Context: an optimization exercise on an open-source flow, tuned for small area. The choices shown serve that exercise and are no tape-out recipe.
Function was checked by simulation only, so behaviour that the tests miss may differ from the original.
Power is estimated from default activity; no workload was simulated.

===== flow/run.sh =====
#!/bin/bash
# synth_recipe.tcl (not shown) runs the flow's synth.tcl, then flattens the netlist and writes it again
# the make line also repeats each setting of config.mk as NAME=value (left out here)
make -C /OpenROAD-flow-scripts/flow DESIGN_CONFIG=/design/flow/config.mk WORK_HOME=/design/flow/orfs CLKGATE_MAP_FILE= SYNTH_SCRIPT=/design/flow/synth_recipe.tcl finish

===== flow/config.mk =====
export PLATFORM = sky130hd
export DESIGN_NAME = rc_core
export DESIGN_NICKNAME = rc_core
export VERILOG_FILES = /design/flow/design.v
export SDC_FILE = /design/flow/constraint.sdc
export NUM_CORES = 4
export LEC_CHECK = 0
export CAP_MARGIN = 20
export CORE_MARGIN = 2
export CORE_UTILIZATION = 40
export SLEW_MARGIN = 20

===== flow/constraint.sdc =====
create_clock -name core_clock -period 10.0 [get_ports {clk}]
set_input_delay 2.0000 -clock core_clock [delete_from_list [all_inputs] [get_ports {clk}]]
set_output_delay 2.0000 -clock core_clock [all_outputs]
set_load 0.01 [all_outputs]

===== flow/design.v =====
module rc_core #(
    parameter MIN_W           = 800,
    parameter MAX_W           = 2200,
    parameter CENTER          = 1500,
    parameter THOLD           = 50,
    parameter PWM_BITS        = 10,
    parameter SAMPLE_INTERVAL = 50000,
    parameter SIGNAL_TIMEOUT  = 50000,
    parameter ADC_SAMPLES     = 8,
    parameter ADC_BITS        = 10,
    parameter SUM_BITS        = 13,
    parameter CNT_BITS        = 4,
    parameter TH1             = 4800,
    parameter TH2             = 5600,
    parameter TH3             = 6400,
    parameter ADC_TIMEOUT     = 20000    
) (
    input  wire                clk,
    input  wire                rst,
    input  wire [15:0]         TB,
    input  wire                CH_IN,
    input  wire                ADC_DONE,
    input  wire [ADC_BITS-1:0] ADC_DATA,
    output wire                PWM_OUT,
    output wire                DIR_FWD,
    output wire                DIR_REV,
    output wire                IND_A,
    output wire                IND_B,
    output wire                ADC_START
);
    localparam [PWM_BITS-1:0] PWM_MAX  = {PWM_BITS{1'b1}};
    localparam [15:0]         CENTER16 = CENTER;
    localparam [2:0] P1 = 3'd1, P2 = 3'd2, P3 = 3'd3, P4 = 3'd4, P5 = 3'd5;
    localparam [1:0] NEUTRAL = 2'b00, FORWARD = 2'b01, REVERSE = 2'b10;
    localparam [1:0] IDLE = 2'b00, TRIGGERED = 2'b01, ACCUMULATING = 2'b10,
                     EVALUATING = 2'b11;
    localparam [1:0] CRITICAL = 2'b00;
    reg [2:0]           phase;
    reg [15:0]          now;
    reg                 ch;
    reg                 adc_done_l;
    reg [ADC_BITS-1:0]  adc_data_l;
    reg                 prev_level;
    reg [15:0]          pulse_start;
    reg [PWM_BITS-1:0]  cmd_mag;
    reg [1:0]           cmd_dir;
    reg [15:0]          t_valid;
    reg                 sig_lost;
    reg [PWM_BITS-1:0]  ms_duty;
    reg [1:0]           ms_dir;
    reg                 ms_gated;
    reg                 pwm_out;
    reg [1:0]           dir_out;
    reg [1:0]           bat_state;
    reg [15:0]          last_trigger;
    reg [SUM_BITS-1:0]  acc_sum;
    reg [CNT_BITS-1:0]  acc_cnt;
    reg [1:0]           bat_level;
    reg                 blink_phase;
    reg                 adc_start;
    wire [15:0] dur       = TB - pulse_start;             
    wire        dur_valid = (dur >= MIN_W) && (dur <= MAX_W);
    wire        rising    = !prev_level &&  CH_IN;
    wire        falling   =  prev_level && !CH_IN;
    reg  [PWM_BITS-1:0] map_mag;
    reg  [1:0]          map_dir;
    reg  signed [18:0]  rev_mag;
    reg  signed [18:0]  fwd_mag;
    always @* begin
        rev_mag = 2 * ($signed({3'b000, CENTER16}) - $signed({3'b000, dur}));
        fwd_mag = $signed({9'b0, PWM_MAX}) -
                  2 * ($signed({3'b000, dur}) - $signed({3'b000, CENTER16}));
        if ({3'b000, dur} < CENTER - THOLD) begin
            map_dir = REVERSE;
            if (rev_mag > $signed({9'b0, PWM_MAX}))
                map_mag = PWM_MAX;
            else
                map_mag = rev_mag[PWM_BITS-1:0];
        end else if ({3'b000, dur} > CENTER + THOLD) begin
            map_dir = FORWARD;
            if (fwd_mag < 0)
                map_mag = {PWM_BITS{1'b0}};
            else
                map_mag = fwd_mag[PWM_BITS-1:0];
        end else begin
            map_dir = NEUTRAL;
            map_mag = PWM_MAX;
        end
    end
    wire [PWM_BITS-1:0] saw     = now[PWM_BITS-1:0];
    wire                pwm_cmp = (saw < ms_duty) || (ms_duty == PWM_MAX);
    wire [15:0] since_trigger = now - last_trigger;       
    wire        interval_due  = since_trigger >= SAMPLE_INTERVAL;
    wire        adc_timed_out = (ADC_TIMEOUT != 0) && (since_trigger >= ADC_TIMEOUT);
    wire        last_sample   = ({1'b0, acc_cnt} + 1'b1) == ADC_SAMPLES;
    wire [1:0]  classify      = (acc_sum >= TH1 ? 2'd1 : 2'd0) +
                                (acc_sum >= TH2 ? 2'd1 : 2'd0) +
                                (acc_sum >= TH3 ? 2'd1 : 2'd0);
    wire [15:0] since_valid = now - t_valid;              
    wire        lost        = sig_lost || (since_valid >= SIGNAL_TIMEOUT);
    always @(posedge clk) begin
        if (rst) begin
            phase        <= P1;
            now          <= 16'd0;
            ch           <= 1'b0;
            adc_done_l   <= 1'b0;
            adc_data_l   <= {ADC_BITS{1'b0}};
            prev_level   <= 1'b0;
            pulse_start  <= 16'd0;
            cmd_mag      <= PWM_MAX;
            cmd_dir      <= NEUTRAL;
            t_valid      <= 16'd0;
            sig_lost     <= 1'b1;
            ms_duty      <= PWM_MAX;
            ms_dir       <= NEUTRAL;
            ms_gated     <= 1'b1;
            pwm_out      <= 1'b1;
            dir_out      <= 2'b00;
            bat_state    <= IDLE;
            last_trigger <= 16'd0;
            acc_sum      <= {SUM_BITS{1'b0}};
            acc_cnt      <= {CNT_BITS{1'b0}};
            bat_level    <= CRITICAL;
            blink_phase  <= 1'b0;
            adc_start    <= 1'b0;
        end else begin
            case (phase)
                P1: begin
                    now        <= TB;
                    ch         <= CH_IN;
                    adc_done_l <= ADC_DONE;
                    adc_data_l <= ADC_DATA;
                    if (rising)
                        pulse_start <= TB;
                    if (falling && dur_valid) begin
                        cmd_mag  <= map_mag;
                        cmd_dir  <= map_dir;
                        t_valid  <= pulse_start;
                        sig_lost <= 1'b0;
                    end
                    prev_level <= CH_IN;
                    phase      <= P2;
                end
                P2: begin
                    pwm_out <= pwm_cmp;
                    if (ms_duty != {PWM_BITS{1'b0}})
                        dir_out <= ms_dir;
                    phase <= P3;
                end
                P3: begin
                    case (bat_state)
                        IDLE: begin
                            if (interval_due) begin
                                adc_start    <= 1'b1;
                                last_trigger <= now;
                                bat_state    <= TRIGGERED;
                            end else begin
                                adc_start    <= 1'b0;
                            end
                        end
                        TRIGGERED, ACCUMULATING: begin
                            if (adc_done_l) begin
                                acc_sum <= acc_sum + {{(SUM_BITS-ADC_BITS){1'b0}}, adc_data_l};
                                acc_cnt <= acc_cnt + 1'b1;
                                if (last_sample) begin
                                    bat_state <= EVALUATING;
                                    adc_start <= 1'b0;
                                end else begin
                                    adc_start    <= 1'b1;
                                    last_trigger <= now;
                                    bat_state    <= ACCUMULATING;
                                end
                            end else if (adc_timed_out) begin
                                acc_sum   <= {SUM_BITS{1'b0}};
                                acc_cnt   <= {CNT_BITS{1'b0}};
                                bat_state <= IDLE;
                                adc_start <= 1'b0;
                            end else begin
                                adc_start <= 1'b0;
                            end
                        end
                        EVALUATING: begin
                            bat_level   <= classify;
                            blink_phase <= !blink_phase;
                            acc_sum     <= {SUM_BITS{1'b0}};
                            acc_cnt     <= {CNT_BITS{1'b0}};
                            bat_state   <= IDLE;
                            adc_start   <= 1'b0;
                        end
                    endcase
                    phase <= P4;
                end
                P4: begin
                    if (bat_level == CRITICAL) begin
                        ms_duty  <= PWM_MAX;
                        ms_dir   <= NEUTRAL;
                        ms_gated <= 1'b1;
                    end else begin
                        ms_duty  <= cmd_mag;
                        ms_dir   <= cmd_dir;
                        ms_gated <= 1'b0;
                    end
                    phase <= P5;
                end
                P5: begin
                    sig_lost <= lost;
                    if (lost) begin
                        ms_duty  <= PWM_MAX;
                        ms_dir   <= NEUTRAL;
                        ms_gated <= 1'b1;
                    end
                    phase <= P1;
                end
                default: phase <= P1;
            endcase
        end
    end
    assign PWM_OUT   = pwm_out;
    assign DIR_FWD   = dir_out[0];
    assign DIR_REV   = dir_out[1];
    assign ADC_START = adc_start;
    assign IND_A = (bat_level == 2'd0) ? blink_phase :
                   (bat_level == 2'd1) ? 1'b1 : 1'b0;
    assign IND_B = (bat_level == 2'd2) ? 1'b1 :
                   (bat_level == 2'd3) ? blink_phase : 1'b0;
endmodule

==> qor.csv <==
stage,metric,value,unit
final_layout,drive_gt1_share,6.706,%
floorplan,io_pins,36,
final_layout,final_util,45.73,%
grt,grt_pass1_vias,7899,
floorplan,die_w,155.5,µm
synth,ys_ff_latch,130,
synth,synth_cell_type_count,89,
grt,antenna_found_initial,0,
final_layout,fill_cells,2232,
synth,yosys-top-cells-area,"dfxtp_1 28%, ha_1 9.5%, a21oi_1 6.5%, nand2_1 5.5%, inv_1 3.5%",
setup_path,max_stage_delay,460,ps
timing,slew_violations,0,
setup_path,critical-path-top-delay-family,compound AO/OA/AOI/OAI gates,
setup_path,r2r_slack,5960,ps
setup_path,rr_worst_depth,14,
final_layout,regArea,2603,µm²
clock_network,path_clk_slew,60,ps
pwr,power.density,190.0,nW/µm²
grt,grt_pass1_wl,39.97,mm
clock_network,cts_sinks,130,
grt,grt_max_degree,66,
synth,synthFlopType,dfxtp_1,
setup_path,slowest_stage,clkdlybuf4s50_1,
synth,yosysMostFrequentCell,nand2_1,
clock_network,cts_root_buffer,clkbuf_16,
synth,synth.top_cells.by_count,"135 x nand2_1, 130 x dfxtp_1, 119 x a21oi_1",
clock_network,cts_tree,done,
grt,grt.total_usage,20.12,%
floorplan,core,22570,µm²
min_path,hp-class,flop to flop,
final_layout,multi_input_area,5996,µm²
clock_network,clock_latency,420,ps
setup_path,crit_path_end_kind,flop,
timing,whs,461.5,ps
pwr,finalPower,1.961,mW
setup_path,path_class,input port to flop,
placed_design,port_buffers,35,
min_path,min_from,adc_data_l[4],
flow_run,max_cap_violations,0,
drt,vias,8300,
drt,routedWlPerCell,16.15,µm
pwr,p_leak,4.199,nW
synth,syn_avg_cell_area,7.884,µm²
drt,wl,23.62,mm
timing,tightestPinTransition,934.7,ps
setup_path,crit_buf_inv,4,
timing,fin_skew,7.391,ps
timing,period_needed,5694,ps
synth,seq_area_frac_synth,28.36,%
synth,syn_inst,1164,
synth,synth_top_cell_area_share,28.36,%
final_layout,finalNetCount,1270,
floorplan,core.rowCount,55,
grt,grt-ovfl-total,0,
clock_network,cts-htree-levels,4,
setup_path,critPathArrivalTime,6040,ps
setup_path,crit_fanout,28,
clock_network,cts_hold_buffers,0,
synth,yosys.area.top_type,dfxtp_1,
setup_path,startpoint_type,input port,
drt,via_per_inst,5.673,
clock_network,cts_setup_buffers,0,
timing,hold_viol,0,
synth,async_flop_share,0,%
setup_path,worstPathRequired,10350,ps
setup_path,reg2reg_to,last_trigger[0],
synth,syn-num-nets,1269,
timing,timing.fmax,175.6,MHz
pwr,ir_drop,0.1219,mV
outcome,outcome,timing/DRC/antenna clean,
drt,drt_iter0_drc,509,
timing,rsz0062_at_grt,no,
timing,max-slew-margin-rel,37.45,%
placed_design,gp_congestion,0.8610,
synth,yosys_warnings,1,
floorplan,initial_core_util,40.66,%
setup_path,crit_path_cell_trace,clkdlybuf4s50_1 > inv_1 > ha_1 > inv_1 > fa_1 > a21o_1 > a31oi_4 > o21ai_2 > a211oi_2 > xor2_1 > nand3_1 > o32ai_2 > nand4_1 > buf_4 > or2_1 > o21ai_2,
final_layout,insertedDiodeCount,0,
timing,tns,0,ps
timing,period_share,56.94,%
floorplan,dieArea,24170,µm²
min_path,hold_end,adc_data_l[4],
setup_path,reg2reg_from,now[0],
final_layout,areaGrowthSynthToFinish,12.47,%
clock_network,cts_repair_resize_count,0,
clock_network,cts_buffers,17,
synth,syn_area,9178,µm²
drt,dr.pass1.iters,4,
min_path,min_path_cells,2,
floorplan,die_y,155.5,µm
setup_path,crit_start,TB[0],
drt,drc,0,
synth,synth-edff-count,0,
clock_network,clk_path_buf_depth,2,
timing,setup-violations-final,0,
drt,ant_nets,0,
placed_design,dpl.hpwl,17.43,mm
[worst max path at each step]
stage	cells after the start	to	slack [ps]
after floorplan	14	cmd_mag[1]	4890
after global placement	16	cmd_mag[8]	4070
after detailed placement	16	cmd_mag[5]	3960
after CTS	16	cmd_mag[6]	4380
after global routing	16	cmd_mag[3]	4090
final	16	cmd_mag[6]	4310
[per-stage QoR]
stage	std cells	setup slack [ps]	cell area, µm²
global route	1463	4093	10320
detailed placement	1431	3956	9686
CTS	1463	4380	10320
finish	1463	4306	10320
floorplan	1164	4894	9178
global placement	1431	4066	9686
[tightest hold or removal path: cells and delay by family (launching register included)]
kind	cells	cell delay (ps)
AND/OR/NAND/NOR	1	50
AO/OA/AOI/OAI	1	50
flip-flops	1	310
[cell type report]
class,count,area share [%]
tap,285,3.455
clock buffer,20,4.424
sequential,130,25.21
inverter,86,3.127
multi-input combinational,887,58.08
timing repair buffer,43,3.952
clock inverter,12,1.745
[power breakdown]
part | internal (mW) | leakage (nW) | switching (mW)
registers | 0.547 | 1.06 | 0.0375
logic | 0.270 | 2.84 | 0.437
clock network | 0.431 | 0.307 | 0.238
[registers in the layout, indices dropped and copies added (netlist names)]
register      cells
last_trigger     16
now              16
ms_duty          10
cmd_mag          10
ms_dir            2
phase             3
pwm_out           1
sig_lost          1
t_valid          16
dir_out           2
adc_start         1
cmd_dir           2
adc_data_l       10
bat_level         2
adc_done_l        1
acc_sum          13
pulse_start      16
acc_cnt           4
bat_state         2
prev_level        1
blink_phase       1
[layer usage]
layer | global-route usage [%] | up-vias | wire length (µm)
li1 | - | 4227 | -
met1 | 28.02 | 3897 | 11870
met2 | 32.68 | 148 | 10680
met3 | 2.507 | 28 | 718
met4 | 5.854 | 0 | 357
met5 | 0 | - | 0
[cells in the final DEF (no fill, tap or decap), types with 24 or more instances in the layout]
cell type        synthesis  layout
nand2_1                135     135
dfxtp_1                130     130
a21oi_1                119     119
inv_1                   86      86
nor2_1                  79      79
ha_1                    70      70
nand3_1                 37      37
clkdlybuf4s50_1          0      34
o21ai_0                 31      31
mux2i_1                 30      30
a21o_1                  28      28
nor3_1                  24      24
[cells by family after synthesis]
kind of cell / synth area share, %
simple gates: 19.80
compound gates: 28.15
buf+inv: 6.421
flops: 28.36
fa+ha+maj: 10.63
xor+xnor: 3.245
mux: 3.395

port drivers added, routing unchanged:
The flow's constraints put no driver on any port. The routed layout listed below was extracted and timed again, unchanged, in two steps. Step 1 (the two cells are an assumption about what drives the block):
set clk [get_ports {clk}]
set_driving_cell -lib_cell sky130_fd_sc_hd__clkbuf_16 $clk
set_driving_cell -lib_cell sky130_fd_sc_hd__buf_2 [delete_from_list [all_inputs] $clk]
Step 2 moves the port delays by t, midway between the first and last clock arrival at a register: inputs arrive t later, outputs are due t later. That takes back most of the time a late clock gives input paths. Slacks: ideal ports / drivers / drivers and shift; pairs: ideal ports / drivers.
t (ns): 0.455
setup slack, ns: 4.306 / 4.320 / 3.866
worst hold slack (ns): 0.462 / 0.462 / 0.462
worst setup path after step 2: input to register
worst slew at a driven data input, ns: 0.04
After both steps this run still meets setup and hold. For this run, drivers alone change the setup slack by +0.014 ns; drivers and shift together by -0.440 ns.
